This is an optimization exercise on Yosys and OpenROAD, whose aim is small area, not a production implementation. At most, simulation tests tie the RTL to the original design; equivalence was not proved. Power and IR drop assume default switching activity.

== oak ==
// a429_bst
module a429_bst (
    input         clk,
    input         rst,
    input         bus_en,
    input         bus_we,
    input  [1:0]  bus_size,
    input  [5:0]  bus_addr,
    input  [31:0] bus_wdata,
    output [31:0] bus_rdata,
    output        bus_err,
    input         rx_data_i,
    input         rx_clk_i,
    output        tx_data_o,
    output        tx_clk_o,
    output        dir_en_o
);
    localparam [2:0] REG_CTRL      = 3'd0;
    localparam [2:0] REG_TXDATA    = 3'd1;
    localparam [2:0] REG_RXDATA    = 3'd2;
    localparam [2:0] REG_STATUS    = 3'd3;
    localparam [2:0] REG_BAUDDIV   = 3'd4;
    localparam [2:0] REG_RXTIMEOUT = 3'd5;
    localparam [2:0] REG_LINEOUT   = 3'd6;
    localparam [2:0] REG_LINEIN    = 3'd7;
    localparam [1:0] TX_SET_COUNT   = 2'd0;
    localparam [1:0] TX_SHIFT_BIT   = 2'd1;
    localparam [1:0] TX_PULSE_CLOCK = 2'd2;
    localparam [1:0] TX_RESET       = 2'd3;
    localparam [1:0] RX_WAIT_START  = 2'd0;
    localparam [1:0] RX_SAMPLE_BIT  = 2'd1;
    localparam [1:0] RX_WAIT_LOW    = 2'd2;
    localparam [1:0] RX_PUSH        = 2'd3;
    function [31:0] reverse32;
        input [31:0] x;
        integer i;
        begin
            for (i = 0; i < 32; i = i + 1)
                reverse32[31 - i] = x[i];
        end
    endfunction
    wire       legal  = (bus_size == 2'b10) && (bus_addr[1:0] == 2'b00) && !bus_addr[5];
    wire [2:0] sel    = bus_addr[4:2];
    wire       acc_wr = bus_en && legal && bus_we;
    wire       acc_rd = bus_en && legal && !bus_we;
    assign bus_err = bus_en && !legal;
    wire wr_ctrl    = acc_wr && (sel == REG_CTRL);
    wire wr_txdata  = acc_wr && (sel == REG_TXDATA);
    wire wr_status  = acc_wr && (sel == REG_STATUS);
    wire wr_bauddiv = acc_wr && (sel == REG_BAUDDIV);
    wire wr_rxto    = acc_wr && (sel == REG_RXTIMEOUT);
    wire wr_lineout = acc_wr && (sel == REG_LINEOUT);
  ...
For scale: ~1400 cells after synthesis, roughly 440 flip-flops, ~82 I/O pins, about 19000 um^2 of cells after synthesis.
Settings: LEC_CHECK=0, CAP_MARGIN=20, CORE_MARGIN=2, CORE_UTILIZATION=60, CTS_BUF_LIST=sky130_fd_sc_hd__clkbuf_16, CTS_CLUSTER_DIAMETER=100, CTS_CLUSTER_SIZE=30, PLACE_DENSITY=0.75, SLEW_MARGIN=20; clock period 10.0 ns.
run.sh (not shown) runs the stock make flow with config.mk's settings and CLKGATE_MAP_FILE= SYNTH_SCRIPT=/design/flow/synth_recipe.tcl, a recipe that flattens the netlist after the stock synthesis.
oak finished end to end and its layout was clean on timing, DRC and antenna.
Edits applied to the flow inputs when going from oak to pine:
Settings: PLACE_DENSITY changed from 0.75 to 0.6; CTS_CLUSTER_DIAMETER removed (was 100); CTS_BUF_LIST removed (was sky130_fd_sc_hd__clkbuf_16); CTS_CLUSTER_SIZE removed (was 30); CORE_UTILIZATION changed from 60 to 40.
Findings:
[compare] base=oak new=pine: wire length has increased, global-route usage now smaller, worst vdd rail ir drop now sits higher, setup slack of the critical path after layout went up 360 ps, clock-buffer cell count rose 38.
For the final cycle utilization of the critical path, pine came in 3.6 points lower than oak did.
Detailed-route via count of pine exceeds that of oak slightly.
pine does better than oak on register-to-register slack.
Net switching power figure (pine over oak): increase, 28%
diff inputs: pine => birch
Settings: PLACE_DENSITY changed from 0.6 to 0.75; CTS_CLUSTER_SIZE newly set to 25; CTS_CLUSTER_DIAMETER newly set to 80; CTS_BUF_LIST newly set to sky130_fd_sc_hd__clkbuf_8 sky130_fd_sc_hd__clkbuf_16; CORE_UTILIZATION changed from 40 to 60.
### Flow results
- Compared with pine, in birch wire length went down about 6.6%; final area went down about 5%; placed instance area went down about 1.4%.
No functional check of the RTL was part of any run of this note.

* * *

## run A
a429_bst, a different RTL version from the one above (not shown whole).
For scale: roughly 1200 cells after synthesis, about 430 flip-flops.
export LEC_CHECK = 0
export CAP_MARGIN = 0
export CORE_MARGIN = 2
export CORE_UTILIZATION = 60
export PLACE_DENSITY = 0.75
export SLEW_MARGIN = 0
create_clock -name core_clock -period 10.0 [get_ports {clk}]
standard.sh (not shown) runs the stock make flow with config.mk's settings and CLKGATE_MAP_FILE= SYNTH_SCRIPT=/design/flow/synth_recipe.tcl, a recipe that flattens the netlist after the stock synthesis.
==> flow/flow/run.sh <==
#!/bin/bash
# Own layout flow: the standard ORFS flow (standard.sh: same config, floorplan,
# power grid, tap cells, placement and routing), with these layout choices changed:
#  - synthesis is the standard synthesis script (synth_recipe.tcl) unchanged,
#    except that ABC maps the logic with an area-oriented script (flow/area.abc);
#    the registers, their names and cell types are the standard synthesis's;
#  - the port buffers are the smallest buffer, sky130_fd_sc_hd__buf_1;
#  - clock tree synthesis inserts no dummy loads and uses larger sink clusters
#    of clkbuf_16 leaves (every register is still clocked through the tree).
# The full output of the ORFS make run goes to flow_make.log in this folder;
# each ORFS step also keeps its own log under orfs/logs/.
set -euo pipefail
cd "$(dirname "$0")/.."
sed "s#SYNTH_SCRIPT=[^ ]*synth_recipe.tcl#SYNTH_SCRIPT=$PWD/flow/synth_area.tcl#" standard.sh > flow_standard.sh
grep -q "SYNTH_SCRIPT=$PWD/flow/synth_area.tcl" flow_standard.sh
export BUFFER_PORTS_ARGS="-buffer_cell sky130_fd_sc_hd__buf_1"
export CTS_ARGS="-sink_clustering_enable -repair_clock_nets -dont_use_dummy_load -buf_list sky130_fd_sc_hd__clkbuf_16 -sink_clustering_size 30 -sink_clustering_max_diameter 100"
bash flow_standard.sh > flow_make.log 2>&1
==> flow/flow/area.abc <==
&get -n
&st
&dch
&nf -a
&put
==> flow/flow/synth_area.tcl <==
# The standard synthesis (synth_recipe.tcl, sourced unchanged below) with one
# change: every abc call maps with area.abc instead of ORFS's speed script.
set ::area_abc_script [file normalize [file join [file dirname [info script]] area.abc]]
set ::synth_recipe_script [file normalize [file join [file dirname [info script]] .. synth_recipe.tcl]]
proc abc {args} {
  set i [lsearch -exact $args -script]
  if {$i >= 0} { lset args [expr {$i + 1}] $::area_abc_script }
  yosys abc {*}$args
}
source $::synth_recipe_script
Run A | stages: all done | timing, DRC, antenna: all pass
What run B does differently from run A at the input level:
Settings: swapping 0 for 20 in CAP_MARGIN; swapping 0 for 20 in SLEW_MARGIN.
==> flow/flow/area.abc <==
&get -n
&fraig -x
&st
&dch
&nf -a
&put
Notes after the runs:
- Taking run A as the reference, in run B fraction of area in multi-input gates fell by 0.23 points; area growth from synthesis to layout stayed essentially flat; total area of multi-input combinational cells fell by 60 µm².
- From run A to run B, post-cts resize count did not move at all.
- Between run A and run B, the difference in fraction of synthesized area in multiplexers is negligible.
Input-level comparison between run C and run B:
==> flow/flow/area.abc <==
&get -n
&st
&dch
&nf -a
&put
==> run notes <==
The area of the core of run C and that of run B are within noise of each other.
Per the final summary, run B finished and its layout is clean on timing, DRC and antenna.
Per the final summary, run C finished and its layout is clean on timing, DRC and antenna.
Run C vs. run B: aggregate global-route resource usage now sits lower; maximum frequency now sits lower; power now sits at about the same level.

* * *

trial 34:
Another version of the RTL of a429_bst (not shown whole).
For scale: ~430 flip-flops, ~0.017 mm2 of cells after synthesis.
==> flow/design.v (excerpt) <==
module a429_bst (
    input         clk,
    input         rst,
    input         bus_en,
    input         bus_we,
    input  [1:0]  bus_size,
    input  [5:0]  bus_addr,
    input  [31:0] bus_wdata,
    output [31:0] bus_rdata,
    output        bus_err,
    input         rx_data_i,
    input         rx_clk_i,
    output        tx_data_o,
    output        tx_clk_o,
    output        dir_en_o
);
export LEC_CHECK = 0
export CAP_MARGIN = 20
export CORE_MARGIN = 2
export CORE_UTILIZATION = 60
export PLACE_DENSITY = 0.75
export SLEW_MARGIN = 20
create_clock -name core_clock -period 10.0 [get_ports {clk}]
==> flow/flow/run.sh <==
#!/bin/bash
# Own layout flow: the standard ORFS flow (standard.sh: same config, floorplan,
# power grid, tap cells, placement and routing), with these layout choices changed:
#  - synthesis is the standard synthesis script (synth_recipe.tcl) unchanged,
#    except that ABC maps the logic with an area-oriented script (flow/area.abc);
#    the registers, their names and cell types are the standard synthesis's;
#  - the port buffers are the smallest buffer, sky130_fd_sc_hd__buf_1;
#  - power recovery (downsizing of gates off the critical paths) after global routing;
#  - clock tree synthesis inserts no dummy loads and uses larger sink clusters
#    of clkbuf_16 leaves (every register is still clocked through the tree).
# The full output of the ORFS make run goes to flow_make.log in this folder;
# each ORFS step also keeps its own log under orfs/logs/.
set -euo pipefail
cd "$(dirname "$0")/.."
sed "s#SYNTH_SCRIPT=[^ ]*synth_recipe.tcl#SYNTH_SCRIPT=$PWD/flow/synth_area.tcl#" standard.sh > flow_standard.sh
grep -q "SYNTH_SCRIPT=$PWD/flow/synth_area.tcl" flow_standard.sh
export BUFFER_PORTS_ARGS="-buffer_cell sky130_fd_sc_hd__buf_1"
export RECOVER_POWER=100
export CTS_ARGS="-sink_clustering_enable -repair_clock_nets -dont_use_dummy_load -buf_list sky130_fd_sc_hd__clkbuf_16 -sink_clustering_size 30 -sink_clustering_max_diameter 100"
bash flow_standard.sh > flow_make.log 2>&1
==> flow/flow/area.abc <==
&get -n
&fraig -x
&st
&dch
&nf -a
&put
Scripts as last shown in full above: flow/flow/synth_area.tcl
The flow completed for trial 34, but it is not clean: the layout still shows capacitance limit, slew limit.
Inputs modified between trial 34 and trial 55:
# trial 34
export LEC_CHECK = 0
export CAP_MARGIN = 20
export CORE_MARGIN = 2
export CORE_UTILIZATION = 60
export PLACE_DENSITY = 0.75
export SLEW_MARGIN = 20
create_clock -name core_clock -period 10.0 [get_ports {clk}]
# trial 55
export LEC_CHECK = 0
export CAP_MARGIN = 0
export CORE_MARGIN = 2
export CORE_UTILIZATION = 60
export PLACE_DENSITY = 0.75
export SLEW_MARGIN = 0
create_clock -name core_clock -period 10.0 [get_ports {clk}]
--- a/flow/flow/run.sh
+++ b/flow/flow/run.sh
@@ -8 +7,0 @@
-#  - power recovery (downsizing of gates off the critical paths) after global routing;
@@ -18 +16,0 @@
-export RECOVER_POWER=100
[summary]
- Trial 55 ended with every stage complete and zero timing, DRC or antenna violations.
- On number of buffers created by CTS, trial 55 and trial 34 are basically level.
- Trial 55 falls short of trial 34 in sum of routed wire length over all layers.
- Placed instance count: trial 34 vs trial 55 — no meaningful difference
- Changes observed in trial 55 relative to trial 34: worst stage delay on the critical path fell by 0.56 ns; post-layout worst setup margin rose by 0.77 ns; met1 demand-to-capacity share in global routing rose by 0.40 points; smallest hold slack rose by 0.015 ns; detailed-route wire length on metal 1 rose by 0.66%.
- The lower maximum frequency of trial 55 and trial 34 is in trial 34.
- Status: cell count parity (trial 55, trial 34)

* * *

Starting RTL as in the previous note.
export LEC_CHECK = 0
export CAP_MARGIN = 20
export CORE_MARGIN = 2
export CORE_UTILIZATION = 60
export PLACE_DENSITY = 0.75
export SLEW_MARGIN = 20
create_clock -name core_clock -period 10.0 [get_ports {clk}]
==> flow/flow/run.sh <==
#!/bin/bash
# Own layout flow: the standard ORFS flow (standard.sh: same config, floorplan,
# power grid, tap cells, placement and routing), with these layout choices changed:
#  - synthesis is the standard synthesis script (synth_recipe.tcl) unchanged,
#    except that ABC maps the logic with an area-oriented script (flow/area.abc);
#    the registers, their names and cell types are the standard synthesis's;
#  - the port buffers are the smallest buffer, sky130_fd_sc_hd__buf_1;
#  - clock tree synthesis inserts no dummy loads and uses larger sink clusters
#    of clkbuf_16 leaves (every register is still clocked through the tree).
# The full output of the ORFS make run goes to flow_make.log in this folder;
# each ORFS step also keeps its own log under orfs/logs/.
set -euo pipefail
cd "$(dirname "$0")/.."
sed "s#SYNTH_SCRIPT=[^ ]*synth_recipe.tcl#SYNTH_SCRIPT=$PWD/flow/synth_area.tcl#" standard.sh > flow_standard.sh
grep -q "SYNTH_SCRIPT=$PWD/flow/synth_area.tcl" flow_standard.sh
export BUFFER_PORTS_ARGS="-buffer_cell sky130_fd_sc_hd__buf_1"
export CTS_ARGS="-sink_clustering_enable -repair_clock_nets -dont_use_dummy_load -buf_list sky130_fd_sc_hd__clkbuf_16 -sink_clustering_size 30 -sink_clustering_max_diameter 60"
bash flow_standard.sh > flow_make.log 2>&1
Scripts as last shown in full above: flow/flow/area.abc, flow/flow/synth_area.tcl
==> next run, changes <==
--- a/flow/flow/run.sh
+++ b/flow/flow/run.sh
@@ -16,3 +16,3 @@
 export BUFFER_PORTS_ARGS="-buffer_cell sky130_fd_sc_hd__buf_1"
-export CTS_ARGS="-sink_clustering_enable -repair_clock_nets -dont_use_dummy_load -buf_list sky130_fd_sc_hd__clkbuf_16 -sink_clustering_size 30 -sink_clustering_max_diameter 60"
+export CTS_ARGS="-sink_clustering_enable -repair_clock_nets -dont_use_dummy_load -buf_list sky130_fd_sc_hd__clkbuf_16 -sink_clustering_size 30 -sink_clustering_max_diameter 100"
 bash flow_standard.sh > flow_make.log 2>&1
=> Setup slack gets worse by 12 ps; synthesized cell count does not change; power drops by a few percent; first-iteration DRC count drops by roughly a tenth; worst hold slack gets better by 8.5 ps; final cell count drops slightly; design area drops slightly.

* * *

a429_bst, a different RTL version from the one above (not shown whole).
For scale: ~1,400 cells after synthesis, roughly 430 flip-flops, about 82 I/O pins, about 19,000 um^2 of cells after synthesis.
==> flow/design.v (excerpt) <==
module a429_bst (
    input         clk,
    input         rst,
    input         bus_en,
    input         bus_we,
    input  [1:0]  bus_size,
    input  [5:0]  bus_addr,
    input  [31:0] bus_wdata,
    output [31:0] bus_rdata,
    output        bus_err,
    input         rx_data_i,
    input         rx_clk_i,
    output        tx_data_o,
    output        tx_clk_o,
    output        dir_en_o
);
==> flow/config.mk <==
export PLATFORM = sky130hd
export DESIGN_NAME = a429_bst
export DESIGN_NICKNAME = a429_bst
export VERILOG_FILES = /design/flow/design.v
export SDC_FILE = /design/flow/constraint.sdc
export NUM_CORES = 4
export LEC_CHECK = 0
export CAP_MARGIN = 20
export CORE_MARGIN = 2
export CORE_UTILIZATION = 60
export PLACE_DENSITY = 0.75
export SLEW_MARGIN = 20
==> flow/constraint.sdc <==
create_clock -name core_clock -period 10.0 [get_ports {clk}]
set_input_delay 2.0000 -clock core_clock [delete_from_list [all_inputs] [get_ports {clk}]]
set_output_delay 2.0000 -clock core_clock [all_outputs]
set_load 0.01 [all_outputs]
==> flow/flow/run.sh <==
#!/bin/bash
# Own layout flow: the standard ORFS flow (standard.sh, unchanged synthesis,
# floorplan, power grid and tap cells), with three layout choices changed:
#  - the port buffers are the smallest buffer, sky130_fd_sc_hd__buf_1;
#  - clock tree synthesis inserts no dummy loads and uses larger sink clusters
#    (every register is still clocked through the buffered tree);
# The full output of the ORFS make run goes to flow_make.log in this folder;
# each ORFS step also keeps its own log under orfs/logs/.
set -euo pipefail
cd "$(dirname "$0")/.."
export BUFFER_PORTS_ARGS="-buffer_cell sky130_fd_sc_hd__buf_1"
export CTS_ARGS="-sink_clustering_enable -repair_clock_nets -dont_use_dummy_load -buf_list sky130_fd_sc_hd__clkbuf_16 -sink_clustering_size 30 -sink_clustering_max_diameter 100"
bash standard.sh > flow_make.log 2>&1
Then changed:
- CORE_UTILIZATION: 60 -> 75
- PLACE_DENSITY: 0.75 -> 0.85
After rerunning: Setup slack improves by 120 ps. Wire length rose by a little under a tenth. Final area drops slightly.
No run of this note included a check of the RTL's function; only the layout flow was run.

[re-timing with driven ports]
How much do the figures lean on ideal ports? The routed layouts below were timed once more, with nothing changed but the port constraints. Step 1 assumes that a clkbuf_16 drives the clock port and a buf_2 every other input. Step 2 adds t to the input delays and takes it off the output delays; t is the mean of the earliest and latest rising clock arrival at the registers after step 1. Input paths then give back, and output paths get back, about the clock's delay inside the block. Slacks: ideal ports / drivers / drivers and shift; pairs: ideal ports / drivers.
| run | t (ns) | setup WS [ns] | worst setup path at the end | worst register clock-pin slew, ns | worst data-port slew with drivers (ns) |
|---|---|---|---|---|---|
| oak | 0.581 | 2.641 / 2.618 / 2.618 | input to output | 0.11 / 0.11 | 0.05 |
| pine | 0.611 | 2.997 / 2.970 / 2.970 | input to output | 0.07 / 0.07 | 0.07 |
| birch | 0.594 | 2.687 / 2.665 / 2.665 | input to output | 0.10 / 0.10 | 0.05 |
| run A | 0.572 | 3.767 / 3.727 / 3.727 | input to output | 0.12 / 0.12 | 0.07 |
| run B | 0.564 | 3.958 / 3.838 / 3.838 | input to output | 0.11 / 0.11 | 0.12 |
| run C | 0.566 | 3.708 / 3.667 / 3.667 | input to output | 0.12 / 0.12 | 0.07 |
| trial 34 | 0.555 | 1.528 / 1.528 / 1.136 | input to register | 0.12 / 0.12 | 0.05 |
| trial 55 | 0.560 | 2.301 / 2.301 / 2.301 | register to register | 0.11 / 0.11 | 0.05 |
| the first run of note 4 | 0.590 | 2.247 / 2.247 / 2.247 | register to register | 0.10 / 0.10 | 0.04 |
| the second run of note 4 | 0.554 | 2.235 / 2.235 / 2.235 | register to register | 0.12 / 0.12 | 0.04 |
| the first run of note 5 | 0.578 | 3.445 / 3.383 / 3.383 | input to output | 0.12 / 0.12 | 0.05 |
| the second run of note 5 | 0.552 | 3.568 / 3.537 / 3.537 | input to output | 0.12 / 0.12 | 0.06 |
The setup slack of trial 34, which loses most, moves by 0.000 ns with the drivers and by -0.392 ns with both steps.
